Background: an optimization exercise with open tools, aiming at small area, a short achievable clock period and few clock cycles per item. Do not read the settings as production practice.
Function was checked by simulation only, so behaviour that the tests miss may differ from the original.
No activity file was given, so power comes from the tool's default toggle rates.

==> design/flow/design.v <==
module pvga_draw (
    input  wire        clk,
    input  wire        rst,           
    input  wire        cmd_we,        
    input  wire [31:0] cmd_a,
    input  wire [31:0] cmd_b,
    input  wire [31:0] fb_base,
    input  wire [2:0]  err_clr,       
    output reg         busy,
    output reg         err_busy,
    output reg         err_op,
    output reg         err_coord,
    output reg         mem_req,
    output reg         mem_we,
    output wire [31:0] mem_addr,
    output wire [31:0] mem_wdata,
    input  wire        mem_gnt,
    input  wire        mem_rvalid,
    input  wire [31:0] mem_rdata
);
    wire [3:0]         a_op = cmd_a[31:28];
    wire signed [11:0] a_xa = cmd_a[11:0];
    wire signed [11:0] a_ya = cmd_a[23:12];
    wire signed [11:0] a_yb = cmd_b[23:12];
    wire a_is_draw = (a_op >= 4'd1) && (a_op <= 4'd4);
    wire a_is_rsvd = (a_op >= 4'h7);
    wire a_x_ok  = (a_xa >= 0) && (a_xa < 640);
    wire a_ya_ok = (a_ya >= 0) && (a_ya < 480);
    wire a_yb_ok = (a_yb >= 0) && (a_yb < 480);
    wire a_coord_ok = (a_op == 4'd1) ? (a_x_ok && a_ya_ok) :
                      (a_op == 4'd4) ? (a_x_ok && a_ya_ok && a_yb_ok) : 1'b1;
    wire accept = cmd_we && a_is_draw && !busy && a_coord_ok;
    function [9:0] clamp_x(input [11:0] v);
        if (v[11])                  clamp_x = 10'd0;
        else if (v[10:0] > 11'd639) clamp_x = 10'd639;
        else                        clamp_x = v[9:0];
    endfunction
    function [8:0] clamp_y(input [11:0] v);
        if (v[11])                  clamp_y = 9'd0;
        else if (v[10:0] > 11'd479) clamp_y = 9'd479;
        else                        clamp_y = v[8:0];
    endfunction
    reg        p_s1, p_h, p_s2, p_h2;    
    reg        p_a;           
    reg        p_b;           
    reg        p_c;           
    reg        p_m;           
    reg        t_hl, t_vl, t_fill;    
    reg        t_nhl;         
    reg        more;          
    reg [2:0]  col;
    reg [9:0]  rx1, rx2;      
    reg [8:0]  ry1;           
    reg [8:0]  ry2;           
    reg        multi;         
    reg        wrap;          
    reg        at0;           
    reg        wv;            
    reg        nxd;           
    reg        f_nz, f_ge2, f_one;    
    reg [14:0] alo;
    reg [14:0] ahi, ahi1;     
    reg        cf;
    reg [31:0] wbuf;
    assign mem_addr  = {cf ? ahi1 : ahi, alo, 2'b00};
    assign mem_wdata = wbuf;
    wire [14:0] cnt = {t_fill ? rx1[5:0] : 6'd0, ry2};
    wire [5:0]  sm1 = ry2[5:0] | {6{t_nhl}};
    wire [5:0]  q1 = rx1[9:4];
    wire [3:0]  r1 = rx1[3:0];
    wire [5:0]  q2 = rx2[9:4];
    wire [3:0]  r2 = rx2[3:0];
    wire       swap  = rx2 < rx1;
    wire [5:0] qd = rx1 / 10;
    wire [3:0] rd = rx1 % 10;
    wire [5:0] q1s2 = t_hl ? rx2[9:4] : rx1[9:4];    
    wire [9:0] dy    = {1'b0, ry2} - {1'b0, ry1};
    wire       yswap = t_vl && dy[9];
    wire [8:0] ydiff = dy[9] ? (~dy[8:0] + 9'd1) : dy[8:0];
    wire [8:0] y1    = yswap ? ry2 : ry1;
    wire       y1z   = (ry1 == 9'd0) || (t_vl && ry2 == 9'd0);
    wire       xa_lt10 = (rx1 < 10'd10);
    wire       xb_lt10 = (rx2 < 10'd10);
    wire       s1_wrap = y1z && (xa_lt10 || (t_hl && xb_lt10));
    wire [5:0] hspan_m1 = q2 + ~q1;              
    wire       s2_multi = t_hl && (q1s2 != qd);
    wire [5:0] q1m1 = q1s2 - 6'd1;
    wire       row0 = at0 && !wv;
    wire       mfull = p_s2 || p_c;              
    wire [3:0] m_lo = (multi && !row0) ? 4'd0 : r1;
    wire [3:0] m_hi = (multi && row0)  ? 4'd9 : r2;
    reg  [31:0] merged;
    reg  [31:0] fillw;
    integer s;
    always @(*) begin
        merged = mem_rdata;
        for (s = 0; s < 10; s = s + 1)
            if ((s[3:0] >= m_lo) && (s[3:0] <= m_hi))
                merged[3*s +: 3] = col;
        fillw = {2'b00, {10{col}}};
    end
    wire go     = mem_req && mem_gnt;
    wire wr_go  = p_c && go;
    wire cap    = mem_rvalid && (!wv || wr_go);
    wire drop   = mem_rvalid && wv && !wr_go;
    wire cnt_nz  = f_nz;
    wire cnt_ge2 = f_ge2;
    wire cnt_one = f_one;
    wire cnt_dec = go && ((p_c && !t_hl) || p_m);
    wire a_to_b  = p_a && more;
    wire a_to_c  = p_a && !more;
    wire c_done  = p_c && !more && !cnt_nz;
    wire c_to_m  = p_c && !more && cnt_nz;
    wire c_to_a  = p_c && more && nxd;
    wire c_to_b  = p_c && more && !nxd && cnt_ge2;      
    wire c_to_c  = p_c && more && !nxd && !cnt_ge2;
    wire m_done  = p_m && cnt_one;
    wire done    = c_done || m_done;
    wire n_a = c_to_a;
    wire n_b = a_to_b || c_to_b;
    wire n_c = a_to_c || p_b || c_to_c;
    wire n_m = c_to_m || (p_m && !cnt_one);
    wire d_ps  = a_to_b || c_to_a || c_to_c;
    wire d_ms  = p_b;
    wire d_2s  = c_to_b;
    wire d_m1  = c_to_m || (p_m && !t_fill);
    wire d_p1  = p_m && t_fill;
    wire fix   = wrap && at0 && (d_ps || d_ms || d_2s);
    reg [15:0] delta;
    reg        cin;
    always @(*) begin
        cin   = 1'b0;
        delta = 16'd0;
        if (p_s1) begin
            if (t_fill)       delta = 16'd0;
            else if (s1_wrap) delta = 16'd30720;
            else              delta = {1'b0, y1, 6'd0};                   
        end else if (p_s2) begin
            delta = t_fill ? 16'd0 : {{10{q1s2 == 6'd0}}, q1m1};         
        end else begin
            if (d_ps)      begin delta = {10'd0, sm1};       cin = 1'b1; end
            else if (d_2s) begin delta = {9'd0, sm1, 1'b1};  cin = 1'b1; end
            else if (d_ms) delta = ~{10'd0, sm1};
            else if (d_m1) delta = 16'hFFFF;
            else if (d_p1) delta = 16'd1;
            if (fix) delta[15:11] = d_ms ? 5'b01110 : 5'b10001;         
        end
    end
    wire [15:0] lo_sum = {1'b0, alo} + {1'b0, delta[14:0]} + {15'd0, cin};
    wire        cf_nx  = delta[15] ? (cf && lo_sum[15]) : (cf || lo_sum[15]);
    wire run = p_a || p_b || p_c || p_m;
    always @(posedge clk) begin
        if (rst) begin
            busy      <= 1'b0;
            err_busy  <= 1'b0;
            err_op    <= 1'b0;
            err_coord <= 1'b0;
            mem_req   <= 1'b0;
            mem_we    <= 1'b0;
            p_s1 <= 1'b0; p_h <= 1'b0; p_s2 <= 1'b0; p_h2 <= 1'b0;
            p_a  <= 1'b0; p_b  <= 1'b0; p_c <= 1'b0; p_m <= 1'b0;
        end else begin
            if (err_clr[0]) err_busy  <= 1'b0;
            if (err_clr[1]) err_op    <= 1'b0;
            if (err_clr[2]) err_coord <= 1'b0;
            if (cmd_we) begin
                if (a_is_rsvd) err_op <= 1'b1;
                else if (a_is_draw) begin
                    if (busy) err_busy <= 1'b1;
                    else if (!a_coord_ok) err_coord <= 1'b1;
                end
            end
            if (accept) busy <= 1'b1;
            p_s1 <= accept;
            p_h  <= p_s1 && t_hl;
            p_s2 <= (p_s1 && !t_hl) || p_h;
            p_h2 <= p_s2 && t_hl;
            if ((p_s2 && !t_hl) || p_h2) begin
                mem_req <= 1'b1;
                mem_we  <= t_fill;
                p_m     <= t_fill;
                p_a     <= !t_fill;
            end
            if (run) begin
                if (go) begin
                    p_a <= n_a; p_b <= n_b; p_c <= n_c; p_m <= n_m;
                    if (done) begin
                        busy    <= 1'b0;
                        mem_req <= 1'b0;
                        mem_we  <= 1'b0;
                    end else begin
                        mem_we  <= n_c || n_m;
                        mem_req <= !n_c || cap || (wv && !wr_go);
                    end
                end else if (p_c) begin
                    mem_req <= cap || wv;
                end
            end
        end
    end
    always @(posedge clk) begin
        if (p_s2 && t_hl) begin
            f_nz  <= 1'b0;
            f_ge2 <= 1'b0;
            f_one <= 1'b0;
        end else if (p_s2 || (p_b && t_hl)) begin
            f_nz  <= (cnt != 15'd0);
            f_ge2 <= !t_hl && (cnt[14:1] != 14'd0);
            f_one <= (cnt == 15'd1);
        end else if (cnt_dec) begin
            f_nz  <= (cnt[14:1] != 14'd0);
            f_ge2 <= (cnt > 15'd2);
            f_one <= (cnt == 15'd2);
        end
    end
    always @(posedge clk) begin
        if (!busy) begin
            rx1    <= clamp_x(cmd_a[11:0]);
            ry1    <= clamp_y(cmd_a[23:12]);
            rx2    <= clamp_x(cmd_b[11:0]);
            ry2    <= cmd_b[20:12];
            col    <= cmd_a[27:25];
            t_hl   <= (cmd_a[31:28] == 4'd3);
            t_nhl  <= (cmd_a[31:28] != 4'd3);
            t_vl   <= (cmd_a[31:28] == 4'd4);
            t_fill <= (cmd_a[31:28] == 4'd2);
            alo    <= fb_base[16:2];
            ahi    <= fb_base[31:17];
            cf     <= 1'b0;
        end else begin
            if (p_s1 || p_s2 || go) begin
                alo <= lo_sum[14:0];
                cf  <= cf_nx;
            end
        end
        if (p_s1) ahi1 <= ahi + 15'd1;
        if (p_s1) begin
            if (t_hl) begin
                rx1 <= swap ? rx2 : rx1;
                rx2 <= swap ? rx1 : rx2;
            end else begin
                rx1 <= {qd, rd};
                rx2 <= {qd, rd};
            end
            ry2  <= t_vl ? ydiff : 9'd0;
            if (t_fill) rx1[5:0] <= 6'd60;       
            wrap <= !t_fill && s1_wrap;
        end
        if (p_h) begin
            rx1 <= rx2;
            rx2 <= {qd, rd};
        end
        if (p_h2) ry2 <= multi ? {3'd0, hspan_m1} : 9'd0;
        if (p_s2) begin
            if (t_hl) begin
                rx1 <= rx2;
                rx2 <= {qd, rd};
            end
            multi  <= s2_multi;
            more   <= t_hl ? s2_multi : (cnt != 15'd0);
            at0    <= 1'b1;
            wv     <= 1'b0;
            nxd    <= 1'b0;
            wbuf   <= fillw;
        end else begin
            if (cap) wbuf <= merged;
            else if (wr_go && c_to_m) wbuf <= fillw;
            wv <= cap || (wv && !wr_go);
            if (wr_go && more) at0 <= 1'b0;
            if (wr_go) more <= t_nhl && cnt_ge2;
            if (drop) nxd <= 1'b1;
            if (go && n_a) nxd <= 1'b0;
            if (cnt_dec) begin
                ry2  <= ry2 - 9'd1;
                if (ry2 == 9'd0) rx1[5:0] <= rx1[5:0] - 6'd1;
            end
        end
    end
endmodule
==> design/flow/flow/run.sh <==
#!/bin/bash
set -euo pipefail
export SETUP_SLACK_MARGIN=8
export TNS_END_PERCENT=100
export BUFFER_PORTS_ARGS="-buffer_cell sky130_fd_sc_hd__buf_1"
bash standard.sh > standard_flow.log 2>&1
==> design/flow/standard.sh <==
#!/bin/bash
# synth_recipe.tcl (not shown) runs the flow's synth.tcl, then flattens the netlist and writes it again
# the make line also repeats each setting of config.mk as NAME=value (left out here)
make -C /OpenROAD-flow-scripts/flow DESIGN_CONFIG=/design/flow/config.mk WORK_HOME=/design/flow/orfs CLKGATE_MAP_FILE= SYNTH_SCRIPT=/design/flow/synth_recipe.tcl "${@:-finish}"
==> design/flow/config.mk <==
export PLATFORM = sky130hd
export DESIGN_NAME = pvga_draw
export DESIGN_NICKNAME = pvga_draw
export VERILOG_FILES = /design/flow/design.v
export SDC_FILE = /design/flow/constraint.sdc
export NUM_CORES = 4
export LEC_CHECK = 0
export ABC_AREA = 1
export CAP_MARGIN = 20
export CORE_AREA = 2 2 166.08 166.08
export CTS_BUF_LIST = sky130_fd_sc_hd__clkbuf_4 sky130_fd_sc_hd__clkbuf_8
export DIE_AREA = 0 0 168.08 168.08
export SLEW_MARGIN = 20
==> design/flow/constraint.sdc <==
create_clock -name core_clock -period 12.0 [get_ports {clk}]
set_input_delay 2.4000 -clock core_clock [delete_from_list [all_inputs] [get_ports {clk}]]
set_output_delay 2.4000 -clock core_clock [all_outputs]
set_load 0.01 [all_outputs]
==> flow_summary.yaml, run 1 <==
outcome:
  outcome: "complete, no violations"
die:
  core_sq_um: 26700
  die_h_microns: 168
  initial_core_util: 0.408
  die_w_microns: 168
  dieArea_sq_um: 28300
  ios: 206
  rows: 60
routing:
  num_vias: 11300
  drc: 0
  wl_microns: 35300
  initialDrtViolationCount: 764
  wire_per_inst_microns: 16.7
  first_pass_iters: 5
  avgViaCountPerCell: 5.38
  ant_nets: 0
layout:
  fill_cells: 2636
  stdcell_area_sq_um: 13700
  nNetsFinal: 1938
  drive_gt1_frac: 0.170
  syn2layout_area_growth_pct: 25.2
  antenna_cells: 0
pwr:
  p_leak_nw: 5.85
  ir_worst_vdd_v: 0.0000853
  power_switching_mw: 0.969
  combPwrFrac: 0.529
  internal_power_mw: 1.26
  seqPwrFrac: 0.281
  clkPwrFrac: 0.190
  swShare: 0.435
  power_density_nw_per_um2: 163
critical_path:
  cp.arrival_ns: 4.72
  crit_path_start_kind: "flip-flop"
  cp_common_cell: "nand2_2"
  cp.required_ns: 12.21
  cp_slowest_cell: "dfxtp_4"
  crit_type: "reg2reg"
  critPathMaxStageDelay_ns: 0.38
  worstPathMaxFanout: 7
  cp-end-kind: "flip-flop"
grt:
  grt_use_total: 0.245
  grt_overflow: 0
  grt_max_degree: 62
  antenna_found_initial: 0
  grt_pass1_wl_microns: 55600
  grt_pass1_vias: 10900
yosys:
  syn-mean-instance-area_sq_um: 7.30
  ys_seq_area_frac: 0.354
  yosysTopAreaCellShare: 0.259
  ys_ff_latch: 146
  syn_area_sq_um: 10900
  yosys_warnings: 1
  ys_types: 61
  synth.largest_area_cell: "edfxtp_1"
  synth.area.top_cells: "edfxtp_1 26%, nand2_1 10%, dfxtp_1 9.5%"
  syn_inst: 1495
cts:
  insertion_delay_ns: 0.48
  cts_root_buf: "clkbuf_8"
  cts_buffers: 17
  hold_buffers: 0
  clockBufferDepth: 2
  cts_tree: "built"
  clk_pin_slew_ns: 0.09
  cts_num_sinks: 146
  htree_levels: 4
sta:
  clock.fmax_mhz: 222
  fin_crit_sh: 0.376
  timing_worst_slew_pin_value_ns: 1.02
  hold_violations: 0
  slew_viol_final: 0
  finalSetupViolations: 0
  fin_skew_ns: 0.0174
  timing.hold.ws_ns: 0.472
  slew_headroom: 0.319
  rsz0062_at_grt: "true"
  setup_ws_ns: 7.49
  fin_crit_ns: 4.51
  setup_tns_ns: 0
place:
  place_worst_setup_slack_ns: 6.82
  dpl_cell_area_sq_um: 12100
  place.gp.congestion: 0.908
  port_buffers: 192
  place_hpwl_microns: 25300
job:
  maxCapViolations: 0
hold_path:
  hold_class: "reg2reg"
[worst max-delay path: cells and delay by family (launching register included)]
family / cells / cell delay [ns]
AOI/OAI and AO/OA: 3 / 0.34
xor gates and xnor gates: 1 / 0.20
adders and majority gates: 1 / 0.20
buffers and inverters: 3 / 0.24
DFF: 1 / 0.38
and+or+nand+nor: 24 / 2.87
[power by group through the flow]
stage / registers [mW] / clock network, mW / logic [mW]
after floorplan: 0.619 / 0 / 0.691
after global placement: 0.634 / 0 / 0.851
after detailed placement: 0.634 / 0 / 0.866
after CTS: 0.624 / 0.432 / 1.05
after global routing: 0.631 / 0.448 / 1.29
final: 0.626 / 0.425 / 1.18
[metrics by stage]
stage / utilization / total power [mW] / cells
final: 0.511 / 2.23 / 2110
after global routing: 0.511 / 2.37 / 2110
after CTS: 0.493 / 2.10 / 2081
after detailed placement: 0.451 / 1.50 / 1989
after global placement: 0.451 / 1.49 / 1989
after floorplan: - / 1.31 / 1496
[cell type report]
type,instances,area (sq um),share of cell area
clock buffers,18,241,0.0177
clock inverters,14,166,0.0122
inverters,204,790,0.0578
multi-input cells,1101,6670,0.488
flip-flops and latches,146,3890,0.285
well taps,341,427,0.0312
repair buffers,286,1470,0.108
[placed cells by master, fill, tap and decap left out, types with 6 or more instances in the layout]
master | netlist | layout
buf_4 | 3 | 86
nor2_1 | 157 | 136
o211ai_1 | 30 | 30
o21ai_0 | 141 | 127
o22ai_1 | 16 | 16
o221ai_1 | 7 | 7
o21bai_1 | 9 | 7
a22oi_1 | 10 | 10
nand3_1 | 74 | 67
buf_1 | 5 | 192
a21oi_2 | 1 | 13
nor3_1 | 24 | 23
edfxtp_1 | 94 | 94
nand2_4 | 5 | 10
buf_6 | 0 | 6
inv_1 | 184 | 176
nand2_2 | 10 | 23
dfxtp_2 | 0 | 9
nor2_2 | 3 | 19
nor2_4 | 3 | 8
nand4_1 | 24 | 24
clkinv_1 | 11 | 7
xor2_1 | 45 | 45
inv_6 | 0 | 8
nand3_2 | 8 | 10
a31oi_1 | 14 | 13
o21ai_1 | 3 | 8
nand2_1 | 292 | 274
inv_2 | 9 | 12
clkbuf_8 | 0 | 17
o21ai_2 | 1 | 7
a21oi_1 | 114 | 99
ha_1 | 42 | 38
dfxtp_1 | 52 | 38
xnor2_1 | 6 | 6
nand3_4 | 4 | 9
[worst paths after layout]
kind | from | endpoint | slack, ns | cells after the start
min reg2reg | err_op$_SDFF_PP0_ | err_op$_SDFF_PP0_ | 0.47 | 2
max | rx1[7]$_DFF_P_ | more$_DFFE_PP_ | 7.49 | 32
max reg2reg | rx1[7]$_DFF_P_ | more$_DFFE_PP_ | 7.49 | 32
min | err_op$_SDFF_PP0_ | err_op$_SDFF_PP0_ | 0.47 | 2
[state kept, by name (all words and copies together) (netlist names), 3 cells and up]
signal,cells
ahi1,15
wbuf,32
ry1,9
rx2,10
rx1,10
ry2,9
alo,15
col,3
ahi,15
[cells by family (layout without fill, tap and decap cells)]
logic type               count (synthesis)  after routing  synth area share
XOR/XNOR                                51             51            0.0409
AND/OR/NAND/NOR                        619            620             0.257
buffers and inverters                  250            522            0.0874
other                                    1              2          0.000344
multiplexers                             3              3           0.00310
flip-flops                             146            146             0.354
adder cells (fa/ha/maj)                 46             46            0.0555
AO/OA/AOI/OAI                          379            379             0.202
[Yosys cell counts, drive strengths merged]
library cell	n
or2	2
conb	1
o221ai	7
a21boi	1
a21oi	115
nor3	26
nor2	164
buf	11
o311ai	1
clkbuf	35
o211ai	31
clkinv	11
o41ai	1
and2	1
o31ai	8
o21ai	145
inv	193
a221oi	5
o32ai	2
a31o	1
dfxtp	52
nor4	4
xor2	45
edfxtp	94
and3	1
mux2	3
o21a	2
a31oi	14
o2111ai	4
nand3b	1
a32o	1
or4	1
fa	4
ha	42
xnor2	6
o22ai	16
o21bai	10
nand4	26
nand3	86
nand2	307
a22oi	10
a211oi	3
a32oi	2
[per-layer routing]
metal | GRT usage | share of wire | up-vias
li1 | - | - | 5634
met1 | 0.305 | 0.42 | 5200
met2 | 0.424 | 0.48 | 427
met3 | 0.0447 | 0.068 | 88
met4 | 0.0945 | 0.036 | 0
met5 | 0 | 0 | -
[what timing repair did]
action                     4_1_cts  5_1_grt
pin swaps                       48       60
setup endpoints to repair       53       49
setup buffers                   59       29
cloned                           1        0
gates resized for setup         80       72
Testbench counts, summed over its fixed seeds: cycles 62,783, items 2,000.
==> inputs of run 2 (changes only) <==
--- a/design/flow/flow/run.sh
+++ b/design/flow/flow/run.sh
@@ -2,3 +2,3 @@
 set -euo pipefail
-export SETUP_SLACK_MARGIN=8
+export SETUP_SLACK_MARGIN=8.5
 export TNS_END_PERCENT=100
==> flow_summary.yaml, run 2 <==
place:
  dp_cells: 1990
  place_hpwl_microns: 25300
  port_buffers: 192
  place_worst_setup_slack_ns: 6.77
  place.gp.congestion: 0.880
  dpl_cell_area_sq_um: 12200
yosys:
  synth-simple-area-share: 0.257
  synth_ff_type: "edfxtp_1"
  synth.area.top_cells: "edfxtp_1 26%, nand2_1 10%, dfxtp_1 9.5%"
  synth_compound_area_frac: 0.202
  yosys_warnings: 1
  ys_seq_area_frac: 0.354
  ys_types: 61
  synth_fa_ha_area_frac: 0.0555
  synth_top_family_by_area: "simple AND/OR/NAND/NOR gates"
  syn_area_sq_um: 10900
  yosysTopAreaCellShare: 0.259
  ys_ff_latch: 146
  synthMuxAreaShare: 0.00310
  async_flop_share: 0
  syn_inst: 1495
  synth_common_cells: "292 x nand2_1, 184 x inv_1, 157 x nor2_1"
  synthXorXnorAreaFrac: 0.0409
  synth.largest_area_cell: "edfxtp_1"
  synth_edf_count: 94
  syn-mean-instance-area_sq_um: 7.30
  synth.most_common_cell: "nand2_1"
cts:
  cts_buffers: 17
  clockBufferDepth: 2
  cts_root_buf: "clkbuf_8"
  cts_tree: "built"
  htree_levels: 4
  cts_num_sinks: 146
  clk_pin_slew_ns: 0.10
  insertion_delay_ns: 0.48
die:
  die_w_microns: 168
  initial_core_util: 0.408
  dieArea_sq_um: 28300
  rows: 60
  die_h_microns: 168
  core_sq_um: 26700
  ios: 206
sta:
  clock.fmax_mhz: 226
  finalSetupViolations: 0
  slew_headroom: 0.467
  fin_crit_sh: 0.368
  fin_skew_ns: 0.0187
  timing_worst_slew_pin_value_ns: 0.797
  rsz0062_at_grt: "true"
  timing.hold.ws_ns: 0.473
  setup_tns_ns: 0
  hold_violations: 0
  slew_viol_final: 0
  fin_crit_ns: 4.42
  setup_ws_ns: 7.58
pwr:
  power_mw: 2.22
  ir_worst_vdd_v: 0.0000887
  p_leak_nw: 6.33
  power_density_nw_per_um2: 152
layout:
  regMostFlops: "wbuf"
  nNetsFinal: 1985
  final_common_cell: "nand2_1"
  stdcell_area_sq_um: 14600
  largest_register_ffs: 32
  drive_gt1_frac: 0.241
  final_cell_mix: "246 x nand2_1, 173 x buf_1, 165 x inv_1"
  syn2layout_area_growth_pct: 33.6
  final_cells: 2157
  antenna_cells: 0
  utilization: 0.546
routing:
  initialDrtViolationCount: 806
  first_pass_iters: 5
  wire_per_inst_microns: 16.8
  ant_nets: 0
  drc: 0
  num_vias: 11600
  avgViaCountPerCell: 5.37
  wl_microns: 36300
outcome:
  outcome: "complete, no violations"
critical_path:
  worstPathMaxFanout: 7
  crit_path_start: "rx1[7]$_DFF_P_"
  critPathMaxStageDelay_ns: 0.37
  cp-end-kind: "flip-flop"
  crit_path_start_kind: "flip-flop"
  cp_slowest_cell: "dfxtp_4"
  r2r-start: "rx1[7]$_DFF_P_"
  crit_type: "reg2reg"
  cp_common_cell: "nand2_4"
  cp.required_ns: 12.20
  cp.arrival_ns: 4.62
grt:
  antenna_found_initial: 0
  grt_pass1_wl_microns: 55500
  grt_overflow: 0
  grt_max_degree: 59
  grt_pass1_vias: 10900
  grt_use_total: 0.246
hold_path:
  hold_class: "reg2reg"
  hold_start: "err_op$_SDFF_PP0_"
job:
  maxCapViolations: 0
run 2: where the power goes:
part / internal [mW] / switching (mW)
registers: 0.579 / 0.0478
logic: 0.487 / 0.710
clock network: 0.157 / 0.240
run 2: final timing paths:
path                                           to  cells past startpoint  slack, ns
worst max-delay path               more$_DFFE_PP_                     32       7.58
worst min-delay path            err_op$_SDFF_PP0_                      2       0.47
worst max register to register     more$_DFFE_PP_                     32       7.58
worst min register to register  err_op$_SDFF_PP0_                      2       0.47
run 2: logic make-up (layout without fill, tap and decap cells):
family / after synthesis / count (layout)
buffers and inverters: 250 / 570
AO/OA/AOI/OAI: 379 / 379
adder cells (fa/ha/maj): 46 / 46
AND/OR/NAND/NOR: 619 / 619
other: 1 / 2
flip-flops: 146 / 146
multiplexers: 3 / 3
XOR/XNOR: 51 / 51
run 2: repair_timing:
action | in CTS | in global routing
gates resized for setup | 143 | 136
pin swaps | 70 | 103
hold buffers | 0 | 0
gates cloned | 1 | 1
setup endpoints to repair | 120 | 120
setup buffers | 76 | 57
run 2: metal layers:
| metal | GRT usage | vias to the layer above | share of wire |
|---|---|---|---|
| met2 | 0.417 | 375 | 0.49 |
| met5 | 0 | - | 0 |
| met3 | 0.0472 | 70 | 0.061 |
| met1 | 0.312 | 5396 | 0.42 |
| met4 | 0.0922 | 0 | 0.029 |
| li1 | - | 5746 | - |
run 2: area by class of cell:
class	count	area [sq um]
sequential	146	3900
fill	2538	12100
multi-input combinational	1100	7020
inverter	204	797
timing repair buffer	334	2060
tap	341	427
clock inverter	14	136
clock buffer	18	241
run 2: critical path: cells and delay by family (launching register included):
kind / cells / cell delay [ns]
adders and majority gates: 1 / 0.20
DFF: 1 / 0.37
AOI/OAI and AO/OA: 5 / 0.62
and+or+nand+nor: 21 / 2.38
xor gates and xnor gates: 1 / 0.19
buffers and inverters: 4 / 0.34
==> inputs of run 3 (changes only) <==
--- a/design/flow/design.v
+++ b/design/flow/design.v
@@ -85,3 +85,3 @@
     wire [5:0] hspan_m1 = q2 + ~q1;              
-    wire       s2_multi = t_hl && (q1s2 != qd);
+    wire       h2_multi = (q1 != q2);                
     wire [5:0] q1m1 = q1s2 - 6'd1;
@@ -252,3 +252,7 @@
         end
-        if (p_h2) ry2 <= multi ? {3'd0, hspan_m1} : 9'd0;
+        if (p_h2) begin
+            ry2   <= h2_multi ? {3'd0, hspan_m1} : 9'd0;
+            multi <= h2_multi;
+            more  <= h2_multi;
+        end
         if (p_s2) begin
@@ -258,4 +262,4 @@
             end
-            multi  <= s2_multi;
-            more   <= t_hl ? s2_multi : (cnt != 15'd0);
+            multi  <= 1'b0;
+            more   <= !t_hl && (cnt != 15'd0);
             at0    <= 1'b1;
--- a/design/flow/flow/run.sh
+++ b/design/flow/flow/run.sh
@@ -2,3 +2,3 @@
 set -euo pipefail
-export SETUP_SLACK_MARGIN=8.5
+export SETUP_SLACK_MARGIN=7.5
 export TNS_END_PERCENT=100
==> flow_summary.yaml, run 3 <==
outcome:
  outcome: "complete, no violations"
sta:
  slew_headroom: 0.312
  rsz0062_at_grt: "true"
  setup_ws_ns: 7.51
  slew_viol_final: 0
  clock.fmax_mhz: 223
  finalSetupViolations: 0
  fin_skew_ns: 0.0180
  timing_worst_slew_pin_value_ns: 1.03
  fin_crit_sh: 0.374
  fin_crit_ns: 4.49
  hold_violations: 0
  setup_tns_ns: 0
cts:
  clk_pin_slew_ns: 0.09
  cts_buffers: 17
  cts_num_sinks: 146
  cts_tree: "built"
  hold_buffers: 0
  cts_root_buf: "clkbuf_8"
  clockBufferDepth: 2
  insertion_delay_ns: 0.47
  htree_levels: 4
yosys:
  synth.area.top_cells: "edfxtp_1 26%, nand2_1 11%, dfxtp_1 9.8%"
  syn-mean-instance-area_sq_um: 7.36
  ys_seq_area_frac: 0.356
  synth_edf_count: 93
  syn_inst: 1470
  ys_ff_latch: 146
  ys_types: 53
  synth.most_common_cell: "nand2_1"
  yosys_warnings: 1
  yosysTopAreaCellShare: 0.258
  synth_ff_type: "edfxtp_1"
  synth.largest_area_cell: "edfxtp_1"
  async_flop_share: 0
  syn_area_sq_um: 10800
  synth_common_cells: "314 x nand2_1, 184 x inv_1, 141 x nor2_1"
die:
  initial_core_util: 0.405
  die_w_microns: 168
  rows: 60
  die_h_microns: 168
  core_sq_um: 26700
  ios: 206
  dieArea_sq_um: 28300
critical_path:
  cp-end-kind: "flip-flop"
  crit_type: "reg2reg"
  cp_common_cell: "nand2_1"
  worstPathMaxFanout: 8
  crit_path_start_kind: "flip-flop"
  cp_slowest_cell: "dfxtp_4"
  critPathMaxStageDelay_ns: 0.37
  cp.required_ns: 12.37
  crit_family: "simple AND/OR/NAND/NOR gates"
  critPathBufInv: 6
  cp.arrival_ns: 4.85
layout:
  syn2layout_area_growth_pct: 21.2
  antenna_cells: 0
  final_common_cell: "nand2_1"
  regMostFlops: "wbuf"
  drive_gt1_frac: 0.149
  stdcell_area_sq_um: 13100
  nNetsFinal: 1884
  largest_register_ffs: 32
  fill_cells: 2705
  final_cell_mix: "279 x nand2_1, 192 x buf_1, 178 x inv_1"
place:
  place_hpwl_microns: 24100
  place_worst_setup_slack_ns: 6.74
  port_buffers: 192
  place.gp.congestion: 0.899
  dpl_cell_area_sq_um: 11900
grt:
  grt_overflow: 0
  grt_max_degree: 60
  grt_pass1_vias: 10300
  antenna_found_initial: 0
  grt_use_total: 0.230
  grt_pass1_wl_microns: 52300
routing:
  initialDrtViolationCount: 843
  wl_microns: 33400
  num_vias: 11100
  first_pass_iters: 6
  ant_nets: 0
  drc: 0
  wire_per_inst_microns: 16.2
  avgViaCountPerCell: 5.39
pwr:
  power_mw: 2.14
  p_leak_nw: 5.62
  power_density_nw_per_um2: 163
  ir_worst_vdd_v: 0.0000991
job:
  maxCapViolations: 0
hold_path:
  hold_class: "reg2reg"
## run 3: cell count changes in the layout (fill, tap and decap cells not counted), moves of 10 or more
cell      delta
buf_4       -57
mux2_2      +34
nand2_1     +33
buf_6       -25
buf_1       +19
o21ai_2     -19
nor2_2      -16
inv_1       +13
o21ai_0     +13
buf_2       -12
dfxtp_1     +10
nand2_4     -10
o211ai_1    -10
## run 3: final cells by class
class | instances | area, sq um | share of cell area
sequential | 146 | 3870 | 0.295
clock inverter | 13 | 151 | 0.0115
tap | 341 | 427 | 0.0325
inverter | 204 | 792 | 0.0604
timing repair buffer | 249 | 1170 | 0.0889
clock buffer | 18 | 241 | 0.0184
multi-input combinational | 1084 | 6470 | 0.493
## run 3: power breakdown
part / internal, mW / leakage (nW) / switching (mW) / total (mW)
combinational: 0.427 / 4.07 / 0.679 / 1.11
clock: 0.190 / 0.199 / 0.216 / 0.406
sequential: 0.579 / 1.36 / 0.0482 / 0.627
total: 1.20 / 5.62 / 0.943 / 2.14
## run 3: cell families after synthesis
group / synth area share
AND/OR/NAND/NOR: 0.250
AO/OA/AOI/OAI: 0.178
buffers and inverters: 0.0852
flip-flops: 0.356
XOR/XNOR: 0.0388
adder cells (fa/ha/maj): 0.0559
multiplexers: 0.0354
other: 0.000346
## run 3: worst min-delay path, stage by stage, from the launching register on
cell and delay, ns:
dfxtp_1 0.32, inv_1 0.04, o21ai_0 0.07
## run 3: repair_timing
| item | CTS | global route |
|---|---|---|
| hold endpoints to repair | 0 | 0 |
| pin swaps | 29 | 50 |
| setup buffers | 27 | 23 |
| cloned | 2 | 0 |
| gates resized for setup | 48 | 84 |
| setup endpoints to repair | 15 | 24 |
## run 3: through the flow
step / std cells / util / hold WS [ns]
floorplan: 1471 / - / 0.455
global placement: 1972 / 0.444 / 0.457
detailed placement: 1972 / 0.444 / 0.464
CTS: 2032 / 0.473 / 0.483
global route: 2055 / 0.491 / 0.500
finish: 2055 / 0.491 / 0.477
## run 3: path summary, 6_finish.rpt
path	start	endpoint	slack (ns)	depth (start not counted)
max	rx1[7]$_DFF_P_	rx1[3]$_DFF_P_	7.51	36
min	wbuf[30]$_SDFFE_PP0P_	wbuf[30]$_SDFFE_PP0P_	0.48	2
max reg2reg	rx1[7]$_DFF_P_	rx1[3]$_DFF_P_	7.51	36
min reg2reg	wbuf[30]$_SDFFE_PP0P_	wbuf[30]$_SDFFE_PP0P_	0.48	2
## run 3: layer usage
layer	track usage	part of all wire	up-vias
met5	0	0	-
met4	0.0675	0.023	0
met3	0.0393	0.069	59
met2	0.379	0.45	440
met1	0.312	0.45	5094
li1	-	-	5479
Testbench counts of run 3, summed over its fixed seeds: cycles 62,783, items 2,000.
==> inputs of run 4 (changes only) <==
--- a/design/flow/flow/run.sh
+++ b/design/flow/flow/run.sh
@@ -2,3 +2,3 @@
 set -euo pipefail
-export SETUP_SLACK_MARGIN=7.5
+export SETUP_SLACK_MARGIN=7.0
 export TNS_END_PERCENT=100
==> flow_summary.yaml, run 4 <==
place:
  place_hpwl_microns: 24100
  place.gp.congestion: 0.902
  port_buffers: 192
sta:
  finalSetupViolations: 0
  fin_crit_ns: 4.67
  hold_violations: 0
  slew_viol_final: 0
  setup_tns_ns: 0
  fin_crit_sh: 0.390
  timing.hold.ws_ns: 0.470
  fin_skew_ns: 0.0232
  timing_worst_slew_pin_value_ns: 1.05
  slew_headroom: 0.296
  rsz0062_at_grt: "true"
  clock.fmax_mhz: 214
yosys:
  synth_edf_count: 93
  ys_ff_latch: 146
  synth_ff_type: "edfxtp_1"
  synth.largest_area_cell: "edfxtp_1"
  syn-mean-instance-area_sq_um: 7.36
  ys_types: 53
  syn_inst: 1470
  ys_seq_area_frac: 0.356
  synth_common_cells: "314 x nand2_1, 184 x inv_1, 141 x nor2_1"
  async_flop_share: 0
  synth.most_common_cell: "nand2_1"
  syn_area_sq_um: 10800
  yosys_warnings: 1
  synth.area.top_cells: "edfxtp_1 26%, nand2_1 11%, dfxtp_1 9.8%"
  yosysTopAreaCellShare: 0.258
cts:
  clk_pin_slew_ns: 0.09
  hold_buffers: 0
  cts_buffers: 17
  cts_root_buf: "clkbuf_8"
  insertion_delay_ns: 0.47
  clockBufferDepth: 2
  cts_tree: "built"
  htree_levels: 4
  cts_num_sinks: 146
critical_path:
  cp_slowest_cell: "dfxtp_4"
  crit_path_start_kind: "flip-flop"
  cp_common_cell: "nand2_1"
  critPathBufInv: 5
  crit_type: "reg2reg"
  r2r-start: "rx1[8]$_DFF_P_"
  rr_worst_depth: 36
  worstPathMaxFanout: 9
  cp.arrival_ns: 5.04
  cp-end-kind: "flip-flop"
  reg2reg_slack_ns: 7.33
  cp_num_cells: 36
  cp.required_ns: 12.37
  critPathMaxStageDelay_ns: 0.38
  regToRegEndpoint: "rx1[2]$_DFF_P_"
  crit_family: "simple AND/OR/NAND/NOR gates"
pwr:
  ir_worst_vdd_v: 0.0000874
  p_leak_nw: 5.39
  power_density_nw_per_um2: 155
job:
  maxCapViolations: 0
routing:
  first_pass_iters: 5
  avgViaCountPerCell: 5.36
  ant_nets: 0
  wire_per_inst_microns: 16.1
  wl_microns: 32400
  initialDrtViolationCount: 849
  num_vias: 10800
  drc: 0
grt:
  grt_max_degree: 76
  grt_overflow: 0
  grt_use_total: 0.224
  grt_pass1_vias: 9972
  antenna_found_initial: 0
  grt_pass1_wl_microns: 50800
die:
  ios: 206
  initial_core_util: 0.405
  die_w_microns: 168
  core_sq_um: 26700
  die_h_microns: 168
  dieArea_sq_um: 28300
  rows: 60
layout:
  final_cell_mix: "306 x nand2_1, 192 x buf_1, 183 x inv_1"
  nNetsFinal: 1847
  final_common_cell: "nand2_1"
  fill_cells: 2799
  drive_gt1_frac: 0.0959
  regMostFlops: "wbuf"
  largest_register_ffs: 32
  antenna_cells: 0
  syn2layout_area_growth_pct: 15.8
hold_path:
  hold_class: "reg2reg"
  whs_path_depth: 2
  hold_start: "err_coord$_SDFF_PP0_"
  hold_end: "err_coord$_SDFF_PP0_"
outcome:
  outcome: "complete, no violations"
==> run 4: cell counts after synthesis <==
Identical to the previous run, type by type.
==> run 4: metrics by stage <==
stage	instance area, sq um	worst slack, ns	power [mW]	std cells	utilization
finish	12500	7.33	1.95	2019	0.469
global route	12500	6.93	2.10	2019	0.469
CTS	12300	7.02	1.87	2006	0.460
detailed placement	11900	6.73	1.45	1972	0.444
global placement	11900	6.84	1.43	1972	0.444
floorplan	10800	7.44	1.26	1471	-
==> run 4: worst max-delay path by stage <==
stage,from,to,slack [ns]
finish,rx1[8]$_DFF_P_,rx1[2]$_DFF_P_,7.33
global route,rx1[8]$_DFF_P_,rx1[2]$_DFF_P_,6.93
CTS,rx1[8]$_DFF_P_,rx1[2]$_DFF_P_,7.02
detailed placement,rx1[8]$_DFF_P_,rx1[2]$_DFF_P_,6.73
global placement,rx1[8]$_DFF_P_,rx1[2]$_DFF_P_,6.84
floorplan,mem_gnt,wbuf[0]$_DFFE_PP_,7.44
==> run 4: cell families (layout without fill, tap and decap cells) <==
kind of cell / count (synthesis) / in the layout / share of synthesized area
flip-flops: 146 / 146 / 0.356
XOR/XNOR: 48 / 48 / 0.0388
other: 1 / 2 / 0.000346
multiplexers: 34 / 34 / 0.0354
AND/OR/NAND/NOR: 618 / 620 / 0.250
buffers and inverters: 243 / 448 / 0.0852
AO/OA/AOI/OAI: 334 / 334 / 0.178
adder cells (fa/ha/maj): 46 / 46 / 0.0559
==> run 4: tightest hold or removal path, stage by stage, from the launching register on <==
cell and delay [ns]:
dfxtp_1 0.32, nand2_1 0.06, a21oi_1 0.05
==> run 4: cell type report <==
cell class                      instances  area, sq um  share of cell area
Clock buffer                           18          248              0.0198
Sequential cell                       146         3860               0.308
Inverter                              204          773              0.0617
Tap cell                              341          427              0.0341
Clock inverter                         14          160              0.0128
Timing Repair Buffer                  212          871              0.0695
Multi-Input combinational cell       1084         6190               0.494
==> run 4: per-layer routing <==
metal | GRT usage | vias up | routed length [microns]
met5 | 0 | - | 0
met4 | 0.0570 | 0 | 597
met3 | 0.0329 | 37 | 1980
met2 | 0.370 | 369 | 14800
met1 | 0.309 | 5002 | 15100
li1 | - | 5408 | -
==> run 4: timing repair <==
action,CTS,global route
cloned,1,1
setup endpoints to repair,9,11
pin swaps,0,15
resized for setup,1,36
buffers inserted,1,12
hold endpoints to repair,0,0
==> run 4: power by group <==
part	internal [mW]	leakage, nW	total (mW)	switching [mW]
Clock	0.181	0.211	0.414	0.233
Sequential	0.579	1.35	0.627	0.0484
Combinational	0.319	3.82	0.906	0.587
==> inputs of run 5 (changes only) <==
--- a/design/flow/design.v
+++ b/design/flow/design.v
@@ -73,4 +73,9 @@
     wire       swap  = rx2 < rx1;
-    wire [5:0] qd = rx1 / 10;
-    wire [3:0] rd = rx1 % 10;
+    wire [3:0] da = rx1[9:6];
+    wire [4:0] dtv = {1'b0, rx1[5:2]} + {1'b0, da};           
+    wire [6:0] tt = {dtv, rx1[1:0]};
+    wire [3:0] dt = tt / 10;
+    wire [3:0] mt = tt % 10;
+    wire [5:0] qd = {1'b0, da, 1'b0} + {da, 2'b0} + {2'b0, dt};
+    wire [3:0] rd = mt;
     wire [5:0] q1s2 = t_hl ? rx2[9:4] : rx1[9:4];    
--- a/design/flow/flow/run.sh
+++ b/design/flow/flow/run.sh
@@ -2,3 +2,3 @@
 set -euo pipefail
-export SETUP_SLACK_MARGIN=7.0
+export SETUP_SLACK_MARGIN=7.5
 export TNS_END_PERCENT=100
==> flow_summary.yaml, run 5 <==
outcome:
  outcome: "complete, no violations"
grt:
  grt_overflow: 0
  grt_max_degree: 58
  grt_pass1_wl_microns: 50200
  grt_use_total: 0.222
  antenna_found_initial: 0
  grt_pass1_vias: 9782
sta:
  rsz0062_at_grt: "true"
  hold_violations: 0
  slew_headroom: 0.357
  fin_crit_sh: 0.353
  setup_tns_ns: 0
  fin_skew_ns: 0.0209
  fin_crit_ns: 4.23
  slew_viol_final: 0
  clock.fmax_mhz: 236
  timing_worst_slew_pin_value_ns: 0.961
  finalSetupViolations: 0
  setup_ws_ns: 7.77
critical_path:
  r2r-start: "rx1[2]$_DFF_P_"
  cp.required_ns: 12.19
  regToRegEndpoint: "rx1[8]$_DFF_P_"
  crit_path_start_kind: "input port"
  cp-end-kind: "flip-flop"
  crit_type: "in2reg"
  worstPathMaxFanout: 11
  reg2reg_slack_ns: 7.78
  rr_worst_depth: 23
  cp.arrival_ns: 4.42
yosys:
  synth_top_family_by_area: "simple AND/OR/NAND/NOR gates"
  ys_types: 58
  synth_common_cells: "259 x nand2_1, 191 x inv_1, 158 x o21ai_0"
  synthXorXnorAreaFrac: 0.0382
  synthMuxAreaShare: 0
  synth.area.top_cells: "edfxtp_1 27%, dfxtp_1 10%, nand2_1 9.2%"
  yosys_warnings: 1
  syn_inst: 1408
  ys_ff_latch: 146
  syn-mean-instance-area_sq_um: 7.47
  synth_fa_ha_area_frac: 0.0807
  synth_compound_area_frac: 0.211
  synth_edf_count: 93
  async_flop_share: 0
  ys_seq_area_frac: 0.367
  synth.most_common_cell: "nand2_1"
  syn_area_sq_um: 10500
  synth_ff_type: "edfxtp_1"
  yosysTopAreaCellShare: 0.266
  synth-simple-area-share: 0.216
  synth.largest_area_cell: "edfxtp_1"
die:
  die_h_microns: 168
  initial_core_util: 0.393
  rows: 60
  dieArea_sq_um: 28300
  die_w_microns: 168
  core_sq_um: 26700
  ios: 206
layout:
  syn2layout_area_growth_pct: 14.9
  fill_cells: 2775
  nNetsFinal: 1795
  antenna_cells: 0
  largest_register_ffs: 32
  regMostFlops: "wbuf"
  multiInputGateArea_sq_um: 5800
  utilization: 0.452
  drive_gt1_frac: 0.0628
  final_cell_mix: "258 x nand2_1, 192 x buf_1, 188 x inv_1"
  regArea_sq_um: 3860
  final_common_cell: "nand2_1"
routing:
  avgViaCountPerCell: 5.28
  num_vias: 10300
  initialDrtViolationCount: 875
  ant_nets: 0
  drc: 0
  first_pass_iters: 6
  wire_per_inst_microns: 16.1
  wl_microns: 31300
place:
  place.gp.congestion: 0.909
  place_hpwl_microns: 23900
  port_buffers: 192
  place_worst_setup_slack_ns: 6.95
cts:
  hold_buffers: 0
  htree_levels: 4
  cts_tree: "built"
  clockBufferDepth: 2
  cts_buffers: 17
  clk_pin_slew_ns: 0.08
  cts_root_buf: "clkbuf_8"
  cts_num_sinks: 146
  insertion_delay_ns: 0.47
hold_path:
  whs_path_depth: 2
  hold_start: "wbuf[30]$_SDFFE_PP0P_"
  hold_end: "wbuf[30]$_SDFFE_PP0P_"
  hold_class: "reg2reg"
pwr:
  p_leak_nw: 5.20
  power_density_nw_per_um2: 135
  ir_worst_vdd_v: 0.0000743
job:
  maxCapViolations: 0
[run 5: changes by cell type after synthesis, sizes merged, moves of 13 or more]
cell	previous run	this run
nand3	83	67
ha	42	55
a21oi	100	120
o21ai	129	159
nand2	330	269
nand4	26	11
mux2	34	0
[run 5: timing repair]
action,4_1_cts,5_1_grt
endpoints found under the hold margin,0,0
pin swaps,0,2
resized for setup,4,19
setup endpoints to repair,12,13
buffers inserted,1,7
[run 5: layer usage]
metal	part of all wire	wire, microns	global-route usage	up-vias
met5	0	0	0	-
met4	0.021	663	0.0618	0
met3	0.060	1870	0.0355	45
met2	0.46	14400	0.367	344
met1	0.46	14400	0.301	4716
li1	-	-	-	5194
[run 5: logic make-up (layout without fill, tap and decap cells)]
kind of cell / after synthesis / count (layout)
AND/OR/NAND/NOR: 525 / 525
AO/OA/AOI/OAI: 387 / 387
buffers and inverters: 241 / 441
flip-flops: 146 / 146
adder cells (fa/ha/maj): 63 / 63
XOR/XNOR: 45 / 45
other: 1 / 2
[run 5: worst max path at each step]
stage,startpoint,endpoint,slack [ns]
floorplan,mem_gnt,wbuf[0]$_DFFE_PP_,7.51
global placement,more$_DFFE_PP_,alo[14]$_DFFE_PP_,7.02
detailed placement,mem_gnt,wbuf[29]$_DFFE_PP_,6.95
CTS,ry2[1]$_DFF_P_,alo[14]$_DFFE_PP_,7.45
global route,t_hl$_DFFE_PN_,alo[14]$_DFFE_PP_,7.37
finish,mem_gnt,wbuf[4]$_DFFE_PP_,7.77
[run 5: worst max-delay path, stage by stage]
cell and delay [ns]:
buf_1 0.09, nand2_2 0.14, nor2_1 0.20, inv_1 0.12, nand2_1 0.09, inv_1 0.06, nor2_1 0.13, inv_1 0.10
nor2_2 0.42, o21ai_0 0.41, nor2_1 0.20, a21oi_1 0.05
[run 5: area by class of cell]
type / count / share of cell area
repair buffers: 206 / 0.0684
clock inverters: 15 / 0.0142
multi-input cells: 1022 / 0.480
well taps: 341 / 0.0353
clock buffers: 17 / 0.0194
inverters: 203 / 0.0633
flip-flops and latches: 146 / 0.320
[run 5: through the flow]
| stage | area, sq um | instances | power (mW) | hold slack (ns) |
|---|---|---|---|---|
| after CTS | 12000 | 1943 | 1.62 | 0.479 |
| after floorplan | 10500 | 1409 | 1.06 | 0.446 |
| after global placement | 11600 | 1910 | 1.20 | 0.457 |
| after global routing | 12100 | 1950 | 1.74 | 0.505 |
| after detailed placement | 11600 | 1910 | 1.21 | 0.461 |
| final | 12100 | 1950 | 1.63 | 0.475 |
[run 5: report_power, final]
part | total, mW | leakage [nW] | switching [mW] | internal (mW)
Clock | 0.415 | 0.199 | 0.225 | 0.191
Combinational | 0.585 | 3.64 | 0.379 | 0.206
Sequential | 0.625 | 1.35 | 0.0456 | 0.579
Total | 1.63 | 5.20 | 0.649 | 0.976
Testbench counts of run 5, summed over its fixed seeds: cycles 62,783, items 2,000.
==> inputs of run 6 (changes only) <==
--- a/design/flow/design.v
+++ b/design/flow/design.v
@@ -205,2 +205,6 @@
     end
+    wire wb_fill = p_s2 || (p_c && !more && cnt_nz && wv);
+    always @(posedge clk)
+        if (p_s2 || cap || (wr_go && c_to_m))
+            wbuf <= wb_fill ? fillw : merged;
     always @(posedge clk) begin
@@ -272,6 +276,3 @@
             nxd    <= 1'b0;
-            wbuf   <= fillw;
-        end else begin
-            if (cap) wbuf <= merged;
-            else if (wr_go && c_to_m) wbuf <= fillw;
+        end else begin
             wv <= cap || (wv && !wr_go);
--- a/design/flow/flow/run.sh
+++ b/design/flow/flow/run.sh
@@ -2,3 +2,3 @@
 set -euo pipefail
-export SETUP_SLACK_MARGIN=7.5
+export SETUP_SLACK_MARGIN=7.8
 export TNS_END_PERCENT=100
==> flow_summary.yaml, run 6 <==
sta:
  finalSetupViolations: 0
  slew_headroom: 0.346
  timing_worst_slew_pin_value_ns: 0.981
  setup_tns_ns: 0
  fin_skew_ns: 0.0249
  fin_crit_sh: 0.340
  rsz0062_at_grt: "true"
  slew_viol_final: 0
  clock.fmax_mhz: 245
  fin_crit_ns: 4.08
  hold_violations: 0
pwr:
  power_mw: 1.66
  swShare: 0.416
  combPwrFrac: 0.380
  power_density_nw_per_um2: 136
  ir_worst_vdd_v: 0.0000587
  seqPwrFrac: 0.377
  internal_power_mw: 0.971
  clkPwrFrac: 0.243
  power_switching_mw: 0.692
  p_leak_nw: 5.21
critical_path:
  worstPathCellList: "mux2_2 > buf_1"
  reg2reg_slack_ns: 7.94
  cp.required_ns: 9.60
  regToRegEndpoint: "alo[14]$_DFFE_PP_"
  worstPathMaxFanout: 28
  crit_type: "reg2out"
  critPathMaxStageDelay_ns: 0.67
  r2r-start: "more$_DFFE_PP_"
  crit_path_start_kind: "flip-flop"
  cp.arrival_ns: 1.68
  rr_worst_depth: 27
  cp_slowest_cell: "dfxtp_2"
  cp-end-kind: "output pin"
yosys:
  synth.most_common_cell: "nand2_1"
  synth_top_family_by_area: "simple AND/OR/NAND/NOR gates"
  ys_seq_area_frac: 0.370
  syn_inst: 1389
  synth_ff_type: "edfxtp_1"
  synth.area.top_cells: "edfxtp_1 27%, dfxtp_1 9.8%, nand2_1 8.7%"
  synthMuxAreaShare: 0.00431
  synth_edf_count: 95
  yosys_warnings: 1
  synth_common_cells: "243 x nand2_1, 189 x inv_1, 153 x o21ai_0"
  synthXorXnorAreaFrac: 0.0384
  synth_fa_ha_area_frac: 0.0811
  synth_compound_area_frac: 0.197
  async_flop_share: 0
  synth.largest_area_cell: "edfxtp_1"
  ys_ff_latch: 146
  synth-simple-area-share: 0.218
  ys_types: 52
  syn_area_sq_um: 10500
  syn-mean-instance-area_sq_um: 7.53
  yosysTopAreaCellShare: 0.273
layout:
  largest_register_ffs: 32
  syn2layout_area_growth_pct: 16.7
  drive_gt1_frac: 0.0861
  final_cell_mix: "239 x nand2_1, 192 x buf_1, 183 x inv_1"
  final_common_cell: "nand2_1"
  regMostFlops: "wbuf"
  nNetsFinal: 1788
die:
  die_h_microns: 168
  rows: 60
  die_w_microns: 168
  initial_core_util: 0.391
  core_sq_um: 26700
  dieArea_sq_um: 28300
  ios: 206
hold_path:
  hold_end: "err_op$_SDFF_PP0_"
  whs_path_depth: 2
  hold_start: "err_op$_SDFF_PP0_"
  hold_class: "reg2reg"
cts:
  cts_root_buf: "clkbuf_8"
  cts_buffers: 17
  clockBufferDepth: 2
  htree_levels: 4
  hold_buffers: 0
  cts_tree: "built"
  cts_num_sinks: 146
  insertion_delay_ns: 0.47
  clk_pin_slew_ns: 0.11
place:
  port_buffers: 192
  place_hpwl_microns: 22700
  place.gp.congestion: 0.911
grt:
  grt_use_total: 0.210
  antenna_found_initial: 1
  grt_pass1_wl_microns: 47500
  grt_overflow: 0
  grt_max_degree: 83
  grt_pass1_vias: 9517
outcome:
  outcome: "complete, no violations"
routing:
  ant_nets: 0
  wire_per_inst_microns: 15.7
  num_vias: 10200
  initialDrtViolationCount: 691
  drc: 0
  avgViaCountPerCell: 5.26
  first_pass_iters: 6
  wl_microns: 30400
job:
  maxCapViolations: 0
## run 6: cell count changes in the layout (fill, tap and decap cells not counted), moves of 5 or more
| cell | delta |
|---|---|
| nand2_2 | +5 |
| nand2_1 | -19 |
| buf_4 | +8 |
| o21ai_1 | +5 |
| inv_1 | -5 |
| nor3_1 | +7 |
| nand3_1 | +14 |
| dfxtp_1 | -6 |
| o21ai_0 | -11 |
| a21oi_1 | -10 |
## run 6: cell families (layout without fill, tap and decap cells)
logic type | after synthesis | after routing
adders and majority gates | 63 | 63
DFF | 146 | 146
AOI/OAI and AO/OA | 364 | 364
and+or+nand+nor | 529 | 529
buffers and inverters | 237 | 449
muxes | 4 | 4
xor gates and xnor gates | 45 | 45
other | 1 | 3
## run 6: worst max-delay path by stage
stage	from	endpoint	slack (ns)	cells past startpoint
2_1_floorplan	mem_gnt	rx1[3]$_DFF_P_	7.98	11
3_3_place_gp	t_hl$_DFFE_PN_	alo[14]$_DFFE_PP_	7.15	23
3_5_place_dp	t_hl$_DFFE_PN_	alo[14]$_DFFE_PP_	7.11	23
4_1_cts	more$_DFFE_PP_	alo[14]$_DFFE_PP_	7.55	27
5_1_grt	more$_DFFE_PP_	alo[14]$_DFFE_PP_	7.57	27
6_report	cf$_SDFFE_PN0P_	mem_addr[28]	7.92	2
## run 6: per-layer routing
| layer | GRT usage | vias up | part of all wire |
|---|---|---|---|
| met5 | 0 | - | 0 |
| met4 | 0.0618 | 0 | 0.017 |
| met3 | 0.0395 | 41 | 0.066 |
| met2 | 0.355 | 353 | 0.47 |
| met1 | 0.273 | 4689 | 0.44 |
| li1 | - | 5133 | - |
## run 6: critical path, delay by kind of cell, from the launching register on
kind	cells	cell delay (ns)
DFF	1	0.67
buffers and inverters	1	0.13
muxes	1	0.40
## run 6: area by class of cell
| type | count | area (sq um) |
|---|---|---|
| multi-input cells | 1007 | 5780 |
| flip-flops and latches | 146 | 3900 |
| clock buffers | 17 | 234 |
| well taps | 341 | 427 |
| fillers | 2754 | 14500 |
| diodes | 1 | 2.50 |
| repair buffers | 217 | 920 |
| inverters | 200 | 762 |
| clock inverters | 15 | 179 |
## run 6: per-stage QoR
| stage | instances | cell area [sq um] | hold slack [ns] | util | worst slack, ns |
|---|---|---|---|---|---|
| floorplan | 1390 | 10500 | 0.459 | - | 7.98 |
| global placement | 1892 | 11500 | 0.455 | 0.429 | 7.15 |
| detailed placement | 1892 | 11500 | 0.455 | 0.429 | 7.11 |
| CTS | 1925 | 11900 | 0.481 | 0.446 | 7.55 |
| global route | 1943 | 12200 | 0.533 | 0.457 | 7.57 |
| finish | 1944 | 12200 | 0.481 | 0.457 | 7.92 |
## run 6: what timing repair did
action / CTS / global route
resized for setup: 7 / 54
setup endpoints to repair: 26 / 18
setup buffers: 1 / 17
pin swaps: 0 / 12
## run 6: power groups by stage
| stage | Clock [mW] | Sequential, mW | Combinational, mW |
|---|---|---|---|
| 6_report | 0.405 | 0.627 | 0.632 |
| 5_1_grt | 0.436 | 0.632 | 0.719 |
| 4_1_cts | 0.414 | 0.626 | 0.609 |
| 3_5_place_dp | 0 | 0.638 | 0.603 |
| 3_3_place_gp | 0 | 0.638 | 0.593 |
| 2_1_floorplan | 0 | 0.624 | 0.464 |
Testbench counts of run 6, summed over its fixed seeds: cycles 62,783, items 2,000.
==> inputs of run 7 (changes only) <==
--- a/design/flow/flow/run.sh
+++ b/design/flow/flow/run.sh
@@ -2,3 +2,3 @@
 set -euo pipefail
-export SETUP_SLACK_MARGIN=7.8
+export SETUP_SLACK_MARGIN=8.0
 export TNS_END_PERCENT=100
==> flow_summary.yaml, run 7 <==
yosys:
  syn_inst: 1389
  synth.area.top_cells: "edfxtp_1 27%, dfxtp_1 9.8%, nand2_1 8.7%"
  syn_area_sq_um: 10500
  ys_seq_area_frac: 0.370
  synth_edf_count: 95
  synth.largest_area_cell: "edfxtp_1"
  async_flop_share: 0
  ys_ff_latch: 146
  ys_types: 52
  yosysTopAreaCellShare: 0.273
  synth.most_common_cell: "nand2_1"
  syn-mean-instance-area_sq_um: 7.53
  synth_common_cells: "243 x nand2_1, 189 x inv_1, 153 x o21ai_0"
  yosys_warnings: 1
  synth_ff_type: "edfxtp_1"
routing:
  wl_met2_microns: 14500
  avgViaCountPerCell: 5.27
  first_pass_iters: 6
  num_vias: 10300
  wl_microns: 31000
  dr_wl_met3_microns: 2020
  initialDrtViolationCount: 900
  met1_length_microns: 13900
  ant_nets: 0
  wire_per_inst_microns: 15.8
  top_layer: "met4"
  drc: 0
critical_path:
  worstPathCellList: "buf_6 > o21ai_0 > buf_1"
  cp_num_cells: 3
  reg2reg_slack_ns: 8.15
  regToRegEndpoint: "alo[14]$_DFFE_PP_"
  cp.required_ns: 9.60
  cp.arrival_ns: 1.54
  crit_path_start_kind: "flip-flop"
  cp_slowest_cell: "dfxtp_4"
  crit_type: "reg2out"
  critPathBufInv: 2
  worstPathMaxFanout: 15
  critPathMaxStageDelay_ns: 0.44
  rr_worst_depth: 27
  crit_path_end: "mem_addr[17]"
  crit_family: "flip-flops"
  crit_path_start: "cf$_SDFFE_PN0P_"
  cp-end-kind: "output pin"
  r2r-start: "more$_DFFE_PP_"
layout:
  largest_register_ffs: 32
  syn2layout_area_growth_pct: 20.5
  regMostFlops: "wbuf"
  drive_gt1_frac: 0.126
  final_cell_mix: "234 x nand2_1, 192 x buf_1, 174 x inv_1"
  nNetsFinal: 1810
  antenna_cells: 0
  final_common_cell: "nand2_1"
grt:
  grt_pass1_wl_microns: 48700
  grt_overflow: 0
  grt_pass1_vias: 9656
  grt_use_total: 0.215
  grt_max_degree: 83
  antenna_found_initial: 0
die:
  die_h_microns: 168
  initial_core_util: 0.391
  core_sq_um: 26700
  ios: 206
  dieArea_sq_um: 28300
  rows: 60
  die_w_microns: 168
pwr:
  p_leak_nw: 5.36
  power_density_nw_per_um2: 136
  ir_worst_vdd_v: 0.0000733
sta:
  fin_crit_ns: 3.94
  clock.fmax_mhz: 254
  hold_violations: 0
  timing_worst_slew_pin_value_ns: 0.988
  rsz0062_at_grt: "true"
  timing.hold.ws_ns: 0.473
  setup_tns_ns: 0
  fin_skew_ns: 0.0237
  slew_viol_final: 0
  finalSetupViolations: 0
  slew_headroom: 0.341
  fin_crit_sh: 0.329
cts:
  cts_root_buf: "clkbuf_8"
  htree_levels: 4
  hold_buffers: 0
  clockBufferDepth: 2
  clk_pin_slew_ns: 0.12
  cts_tree: "built"
  cts_buffers: 17
  cts_num_sinks: 146
  insertion_delay_ns: 0.47
place:
  place.gp.congestion: 0.925
  port_buffers: 192
  place_hpwl_microns: 22500
job:
  maxCapViolations: 0
outcome:
  outcome: "complete, no violations"
hold_path:
  hold_class: "reg2reg"
[run 7: final cells by class]
cell class / instances / area [sq um]
Timing Repair Buffer: 239 / 1110
Sequential cell: 146 / 3910
Fill cell: 2711 / 14100
Clock buffer: 17 / 234
Multi-Input combinational cell: 1007 / 5970
Clock inverter: 15 / 189
Tap cell: 341 / 427
Inverter: 200 / 766
[run 7: kinds of logic (layout without fill, tap and decap cells)]
group,Yosys count,after routing,synth area share
buf+inv,237,471,0.0903
fa+ha+maj,63,63,0.0811
xor+xnor,45,45,0.0384
simple gates,529,529,0.218
mux,4,4,0.00431
flops,146,146,0.370
other cells,1,2,0.000359
compound gates,364,364,0.197
[run 7: worst min-delay path: cells and delay by family, from the launching register on]
family	cells	cell delay, ns
flip-flops	1	0.33
AND/OR/NAND/NOR	1	0.06
AO/OA/AOI/OAI	1	0.05
[run 7: worst min path at each step]
| stage | cells after the start | end | slack [ns] | start |
|---|---|---|---|---|
| after global placement | 2 | err_op$_SDFF_PP0_ | 0.45 | err_op$_SDFF_PP0_ |
| final | 2 | err_op$_SDFF_PP0_ | 0.47 | err_op$_SDFF_PP0_ |
| after floorplan | 2 | multi$_SDFFE_PP0P_ | 0.46 | multi$_SDFFE_PP0P_ |
| after detailed placement | 2 | err_op$_SDFF_PP0_ | 0.46 | err_op$_SDFF_PP0_ |
| after CTS | 2 | err_op$_SDFF_PP0_ | 0.47 | err_op$_SDFF_PP0_ |
| after global routing | 2 | err_op$_SDFF_PP0_ | 0.52 | err_op$_SDFF_PP0_ |
[run 7: per-stage QoR]
step                       util  power (mW)  std cells  area [sq um]  worst slack [ns]
after floorplan               -        1.09       1390         10500              8.10
after global placement    0.430        1.23       1892         11500              7.15
after detailed placement  0.430        1.24       1892         11500              7.14
after CTS                 0.450        1.66       1931         12000              7.92
after global routing      0.472        1.83       1965         12600              7.93
final                     0.472        1.71       1965         12600              8.06
[run 7: report_power, final]
part	switching, mW	internal, mW
sequential	0.0429	0.584
combinational	0.423	0.251
clock	0.249	0.160
[run 7: what timing repair did]
action / 4_1_cts / 5_1_grt
hold endpoints to repair: 0 / 0
resized for setup: 23 / 98
setup buffers: 7 / 33
pin swaps: 3 / 30
setup endpoints to repair: 30 / 21
[run 7: per-layer routing]
layer	track usage	up-vias
met2	0.359	398
met4	0.0633	0
met1	0.292	4720
met3	0.0289	50
met5	0	-
li1	-	5179
==> inputs of run 8 (changes only) <==
--- a/design/flow/flow/run.sh
+++ b/design/flow/flow/run.sh
@@ -2,3 +2,3 @@
 set -euo pipefail
-export SETUP_SLACK_MARGIN=8.0
+export SETUP_SLACK_MARGIN=8.3
 export TNS_END_PERCENT=100
==> flow_summary.yaml, run 8 <==
yosys:
  syn_inst: 1389
  synth_common_cells: "243 x nand2_1, 189 x inv_1, 153 x o21ai_0"
  synth_fa_ha_area_frac: 0.0811
  synth-simple-area-share: 0.218
  yosys_warnings: 1
  ys_ff_latch: 146
  syn-mean-instance-area_sq_um: 7.53
  ys_seq_area_frac: 0.370
  synth.area.top_cells: "edfxtp_1 27%, dfxtp_1 9.8%, nand2_1 8.7%"
  synth_edf_count: 95
  synth_compound_area_frac: 0.197
  syn_area_sq_um: 10500
  ys_types: 52
  synthXorXnorAreaFrac: 0.0384
  synth.most_common_cell: "nand2_1"
  synth.largest_area_cell: "edfxtp_1"
  synth_ff_type: "edfxtp_1"
  synth_top_family_by_area: "simple AND/OR/NAND/NOR gates"
  async_flop_share: 0
  yosysTopAreaCellShare: 0.273
  synthMuxAreaShare: 0.00431
grt:
  grt_use_total: 0.222
  antenna_found_initial: 0
  grt_max_degree: 83
  grt_pass1_vias: 9932
  grt_pass1_wl_microns: 50200
  grt_overflow: 0
cts:
  clk_pin_slew_ns: 0.12
  cts_tree: "built"
  clockBufferDepth: 2
  cts_buffers: 17
  cts_num_sinks: 146
  htree_levels: 4
  insertion_delay_ns: 0.48
  cts_root_buf: "clkbuf_8"
sta:
  slew_headroom: 0.357
  setup_tns_ns: 0
  timing_worst_slew_pin_value_ns: 0.964
  fin_crit_ns: 3.89
  finalSetupViolations: 0
  clock.fmax_mhz: 257
  fin_skew_ns: 0.0254
  fin_crit_sh: 0.324
  rsz0062_at_grt: "true"
  hold_violations: 0
  slew_viol_final: 0
critical_path:
  worstPathMaxFanout: 5
  cp-end-kind: "output pin"
  cp.arrival_ns: 1.49
  crit_family: "flip-flops"
  critPathMaxStageDelay_ns: 0.43
  cp.required_ns: 9.60
  crit_type: "reg2out"
  crit_path_start_kind: "flip-flop"
  critPathBufInv: 2
  cp_slowest_cell: "dfxtp_4"
  worstPathCellList: "buf_12 > mux2_4 > buf_6"
routing:
  wl_microns: 32400
  ant_nets: 0
  num_vias: 10500
  initialDrtViolationCount: 729
  avgViaCountPerCell: 5.30
  drc: 0
  wire_per_inst_microns: 16.3
  first_pass_iters: 5
die:
  rows: 60
  die_w_microns: 168
  core_sq_um: 26700
  initial_core_util: 0.391
  dieArea_sq_um: 28300
  ios: 206
  die_h_microns: 168
pwr:
  clkPwrFrac: 0.235
  internal_power_mw: 1.05
  combPwrFrac: 0.414
  seqPwrFrac: 0.351
  p_leak_nw: 5.62
  power_mw: 1.79
  power_density_nw_per_um2: 136
  swShare: 0.412
  ir_worst_vdd_v: 0.0000608
  power_switching_mw: 0.740
layout:
  antenna_cells: 0
  largest_register_ffs: 32
  drive_gt1_frac: 0.180
  final_common_cell: "nand2_1"
  regMostFlops: "wbuf"
  utilization: 0.493
  final_cell_mix: "219 x nand2_1, 177 x buf_1, 169 x inv_1"
  syn2layout_area_growth_pct: 26.0
  nNetsFinal: 1833
hold_path:
  hold_class: "reg2reg"
place:
  place.gp.congestion: 0.916
  port_buffers: 192
  place_hpwl_microns: 22800
job:
  maxCapViolations: 0
outcome:
  outcome: "complete, no violations"
## run 8: worst min-delay path, delay by kind of cell (launching register included)
family | cells | cell delay (ns)
AO/OA/AOI/OAI | 1 | 0.06
flip-flops | 1 | 0.33
AND/OR/NAND/NOR | 1 | 0.06
## run 8: logic make-up after synthesis
family                     after synthesis
adders and majority gates               63
AOI/OAI and AO/OA                      364
xor gates and xnor gates                45
buffers and inverters                  237
muxes                                    4
DFF                                    146
other                                    1
and+or+nand+nor                        529
## run 8: layout make-up
class	instances	area, sq um
Tap cell	341	427
Timing Repair Buffer	262	1400
Sequential cell	146	3920
Inverter	200	772
Multi-Input combinational cell	1007	6250
Clock buffer	17	234
Clock inverter	15	186
Fill cell	2675	13500
## run 8: path summary, 6_finish.rpt
path	startpoint	to	slack, ns	cells past startpoint
max	cf$_SDFFE_PN0P_	mem_addr[20]	8.11	3
min	err_coord$_SDFF_PP0_	err_coord$_SDFF_PP0_	0.48	2
max reg2reg	t_hl$_DFFE_PN_	alo[14]$_DFFE_PP_	8.22	24
min reg2reg	err_coord$_SDFF_PP0_	err_coord$_SDFF_PP0_	0.48	2
## run 8: repair_timing
| item | in CTS | in global routing |
|---|---|---|
| buffers inserted | 29 | 34 |
| cloned | 0 | 1 |
| setup endpoints to repair | 77 | 59 |
| pin swaps | 25 | 59 |
| gates resized for setup | 123 | 118 |
| hold buffers | 0 | 0 |
## run 8: power by group through the flow
stage | logic [mW] | registers (mW) | clock network [mW]
2_1_floorplan | 0.465 | 0.624 | 0
3_3_place_gp | 0.593 | 0.639 | 0
3_5_place_dp | 0.604 | 0.640 | 0
4_1_cts | 0.663 | 0.627 | 0.429
5_1_grt | 0.830 | 0.634 | 0.449
6_report | 0.743 | 0.629 | 0.422
## run 8: routing by layer
| layer | wire length [microns] | GRT usage |
|---|---|---|
| met2 | 15500 | 0.379 |
| met4 | 835 | 0.0727 |
| met3 | 2190 | 0.0348 |
| met5 | 0 | 0 |
| met1 | 13900 | 0.288 |
## run 8: through the flow
| step | cells | cell area [sq um] | hold slack, ns | setup slack (ns) |
|---|---|---|---|---|
| after CTS | 1952 | 12500 | 0.484 | 8.14 |
| after global routing | 1988 | 13200 | 0.504 | 7.94 |
| final | 1988 | 13200 | 0.480 | 8.11 |
| after global placement | 1891 | 11500 | 0.456 | 7.20 |
| after floorplan | 1390 | 10500 | 0.459 | 8.22 |
| after detailed placement | 1891 | 11500 | 0.461 | 7.19 |

Re-timed with assumed drivers on the ports (clkbuf_16 on the clock, buf_2 on other inputs), run 8 has 8.065 ns of setup slack against 8.111 ns with ideal ports, and 7.751 ns once port delays also move by the mid clock arrival of 0.510 ns.
